This is an optimization exercise on Yosys and OpenROAD, whose aim is small area, a short achievable clock period and few clock cycles per item, not a production implementation. Only simulation tests tie the RTL to the original design; equivalence was not proved.

File: design/flow/run.sh
#!/bin/bash
# synth_recipe.tcl (not shown) runs the flow's synth.tcl, then flattens the netlist and writes it again
# the make line also repeats each setting of config.mk as NAME=value (left out here)
make -C /OpenROAD-flow-scripts/flow DESIGN_CONFIG=/design/flow/config.mk WORK_HOME=/design/flow/orfs CLKGATE_MAP_FILE= SYNTH_SCRIPT=/design/flow/synth_recipe.tcl finish
File: design/flow/config.mk
export PLATFORM = sky130hd
export DESIGN_NAME = smc_meterdb
export DESIGN_NICKNAME = smc_meterdb
export VERILOG_FILES = /design/flow/design.v
export SDC_FILE = /design/flow/constraint.sdc
export NUM_CORES = 4
export LEC_CHECK = 0
export CAP_MARGIN = 20
export CORE_MARGIN = 2
export CORE_UTILIZATION = 40
export SLEW_MARGIN = 20
File: design/flow/constraint.sdc
create_clock -name core_clock -period 12.0 [get_ports {clk}]
set_input_delay 2.4000 -clock core_clock [delete_from_list [all_inputs] [get_ports {clk}]]
set_output_delay 2.4000 -clock core_clock [all_outputs]
set_load 0.01 [all_outputs]
File: design/flow/design.v
module smc_meterdb (
    input  wire        clk,
    input  wire        rst,
    input  wire        in_valid,
    output wire        in_ready,
    input  wire [15:0] in_sample,
    output reg         out_valid,
    output reg  [15:0] out_db
);
    localparam integer W = 32;           
    localparam integer F = 30;           
    localparam integer G = 24;           
    localparam [35:0] SCALE = 36'd25858279730;
    localparam [1:0] S_IDLE = 2'd0,
                     S_SQR  = 2'd1,
                     S_MUL  = 2'd2;
    reg  [1:0]   state;
    reg  [W:0]   y;           
    reg  [F-1:0] lbits;       
    reg  [4:0]   ecnt;        
    reg          zero;        
    reg  [5:0]   step;
    assign in_ready = (state == S_IDLE);
    reg  [3:0]  lead;
    reg  [15:0] norm;
    integer     i;
    always @(*) begin
        lead = 4'd0;
        for (i = 0; i < 16; i = i + 1)
            if (in_sample[i]) lead = i[3:0];
        norm = in_sample << (4'd15 - lead);       
    end
    wire [2*W+1:0] sq     = y * y;                  
    wire [W+1:0]   sq_t   = sq[2*W+1:W];            
    wire           ge2    = sq_t[W+1];
    wire [W:0]     y_next = ge2 ? sq_t[W+1:1] : sq_t[W:0];
    wire signed [F+5:0]  lfix   = {2'b11, ecnt[3:0], lbits};      
    wire signed [F+42:0] prod   = lfix * $signed({1'b0, SCALE});
    wire signed [F+42:0] prod_r = prod + ({{(F+42){1'b0}}, 1'b1} <<< (F + G - 1));
    wire signed [F+42:0] db_fix = prod_r >>> (F + G);
    always @(posedge clk) begin
        if (rst) begin
            state     <= S_IDLE;
            out_valid <= 1'b0;
        end else begin
            out_valid <= 1'b0;
            case (state)
                S_IDLE: begin
                    if (in_valid) begin
                        y     <= {norm, {(W-15){1'b0}}};
                        ecnt  <= {1'b0, lead};
                        zero  <= (in_sample == 16'd0);
                        lbits <= {F{1'b0}};
                        step  <= 6'd0;
                        state <= S_SQR;
                    end
                end
                S_SQR: begin
                    y     <= y_next;
                    lbits <= {lbits[F-2:0], ge2};
                    step  <= step + 6'd1;
                    if (step == F - 1)
                        state <= S_MUL;
                end
                S_MUL: begin
                    out_valid <= 1'b1;
                    out_db    <= zero ? 16'h8000 : db_fix[15:0];
                    state     <= S_IDLE;
                end
                default: state <= S_IDLE;
            endcase
        end
    end
endmodule
==> results.toml <==
[run_status]
run_status = "finished clean"

[critical_path]
cp-end-kind = "flip-flop"
crit_top_cell = "fa_1"
required_ps = 12140
cp_slowest_stage_delay_ps = 670
start_kind = "flip-flop"
critPathKind = "reg -> reg"
cp_slowest_cell = "and3_1"
critPathArrivalTime_ps = 9950
crit_fanout = 18

[sta]
rsz0062_at_grt = "false"
post-route-period-util = 0.8170
hold_viol = 0
whs_ps = 605.2
slew_viol_final = 0
setup_viol = 0
worst_pin_slew_ps = 1255
finalClockSkew_ps = 17.12
post-route-min-period_ps = 9804
slew-limit-headroom = 0.1633
max_freq_ghz = 0.1020
fin_tns_setup_ps = 0

[cts]
path_clk_slew_ps = 80
cts_resized = 0
root_buffer = "clkbuf_16"
cts_buffers = 9
clockBufferDepth = 2
htreeDepth = 3
postCtsHoldBufs = 0
post_cts_buffers = 0
clk_latency_ps = 400
clock_sinks = 93
cts_tree = "done"

[layout]
area_growth_pct = 5.108
num_antenna_cells = 0
drive_gt1_frac = 0.02134
finish.net_count = 7328
fillers = 12570
final_cells = 7097
finish.instance_area_um2 = 54070

[global_route]
grt-ovfl-total = 0
grt_pass1_wl_um = 224200
grt_pass1_vias = 39420
grt_max_degree = 64
antenna_found_initial = 5
grt.total_usage = 0.2221

[synthesis]
synth_top_area_share = 0.4658
synth_cells = 5472
syn_nets = 7370
yosysUniqueCellTypes = 92
synth_commonest_cells = "1,725 x inv_1, 1,197 x fa_1, 682 x ha_1"
yosysMostFrequentCell = "inv_1"
ys.flop_type = "edfxtp_1"
synth_area_leaders = "fa_1 47%, ha_1 17%, inv_1 13%"
synth_area_um2 = 51440
synth_edf_count = 90
async_flop_share = 0
yosysSeqAreaShare = 0.05370
synth_top_area_cell = "fa_1"
synth.avg_cell_area_um2 = 9.401
yosys_warnings = 1
synth-seq-cells = 93

[placed_design]
dp_hpwl_um = 116900
postPlaceCellArea_um2 = 53760
dp_cells = 7081
gp_congestion = 0.9652
portBuffers = 36

[route]
drtAntennaViolNets = 0
drcViolationCount = 0
num_vias = 35680
drt-initial-drc-count = 2183
wl_per_cell_um = 19.58
vias_per_cell = 5.027
drt_wl_total_um = 139000
drt_first_pass_iters = 5

[die]
start_util = 0.4034
row_count = 131
die_area_um2 = 131500
die_x_um = 362.6
die_h_um = 362.6
ios = 37
core_um2 = 127500

[hold_path]
min_path_type = "reg -> reg"

[run]
maxCapViolations = 0
## stage by stage
stage / utilization / worst slack (ps)
2_1_floorplan: - / 3921
6_report: 0.4240 / 2196
4_1_cts: 0.4239 / 2340
3_5_place_dp: 0.4216 / 2377
5_1_grt: 0.4240 / 1804
3_3_place_gp: 0.4216 / 2558
## worst max-delay path: cells and delay by family, from the launching register on
family                     cells  cell delay, ps
adders and majority gates      9            4340
AOI/OAI and AO/OA              8            2100
and+or+nand+nor                4            1430
buffers and inverters          8            1280
DFF                            1             360
## kinds of logic (layout without fill, tap and decap cells)
group                    after synthesis  count (layout)  share of synthesized area
adder cells (fa/ha/maj)             1879            1879                     0.6317
buffers and inverters               1870            1833                     0.1368
AND/OR/NAND/NOR                     1064            1064                    0.09955
AO/OA/AOI/OAI                        460             460                    0.05823
flip-flops                            93              93                    0.05370
XOR/XNOR                              73              73                    0.01345
multiplexers                          33              33                   0.006640
## cell type report
cell class / instances / area [um^2] / area share
Multi-Input combinational cell: 3509 / 41680 / 0.7708
Inverter: 1729 / 6490 / 0.1200
Sequential cell: 93 / 2763 / 0.05109
Tap cell: 1662 / 2079 / 0.03846
Timing Repair Buffer: 88 / 763.2 / 0.01412
Clock buffer: 9 / 225.2 / 0.004165
Clock inverter: 7 / 70.07 / 0.001296
## per-layer routing
| metal | track usage | routed length (um) | up-vias |
|---|---|---|---|
| met5 | 0 | 75 | - |
| met4 | 0.05817 | 3820 | 8 |
| met3 | 0.03017 | 8971 | 199 |
| met2 | 0.3663 | 65850 | 1113 |
| met1 | 0.3079 | 60240 | 18100 |
| li1 | - | - | 16260 |
## state kept, by name, summed over array words and instances, names as in the netlist
name / cells
state: 2
zero: 1
y: 33
step: 6
lbits: 30
out_valid: 1
ecnt: 4
out_db: 16
## cells in the final DEF (no fill, tap or decap), types with 50 or more instances in the layout
cell / Yosys / final
edfxtp_1: 90 / 90
a21oi_1: 150 / 150
ha_1: 682 / 682
o21ai_0: 65 / 65
buf_4: 0 / 51
and2_1: 215 / 215
nand2_1: 438 / 438
nor2_1: 188 / 188
fa_1: 1197 / 1197
a21o_1: 50 / 50
inv_1: 1725 / 1725
## path summary, 6_finish.rpt
kind                         startpoint              endpoint  slack, ps  cells after the start
hold / removal    state[1]$_SDFFE_PP0P_  out_valid$_SDFF_PP0_        610                      1
setup reg to reg        y[25]$_DFFE_PP_       y[22]$_DFFE_PP_       2200                     29
hold reg to reg   state[1]$_SDFFE_PP0P_  out_valid$_SDFF_PP0_        610                      1
setup / recovery        y[25]$_DFFE_PP_       y[22]$_DFFE_PP_       2200                     29
Testbench counts, summed over its fixed seeds: cycles 262,152, items 8,192.

static timing again, ports no longer ideal:
The results above use ideal ports. As a check the final layout listed here was re-extracted and re-timed, cells and wires unchanged. Step 1: set_driving_cell puts a clkbuf_16 on clk and a buf_2 on each other input, an assumption about the parent block. Step 2, shift: input delay + t, output delay - t, t = (earliest + latest rising clock arrival at the registers) / 2. This alone moves slack from input paths to output paths. Three values: ideal ports, drivers, drivers and shift; two values: the first two.
t (ns): 0.455
slack for setup (ns): 2.196 / 2.196 / 2.196
worst hold slack (ns): 0.605 / 0.605 / 0.605
After both steps setup and hold are still met in this run. For this run, drivers alone change the setup slack by 0.000 ns; drivers and shift together by 0.000 ns.
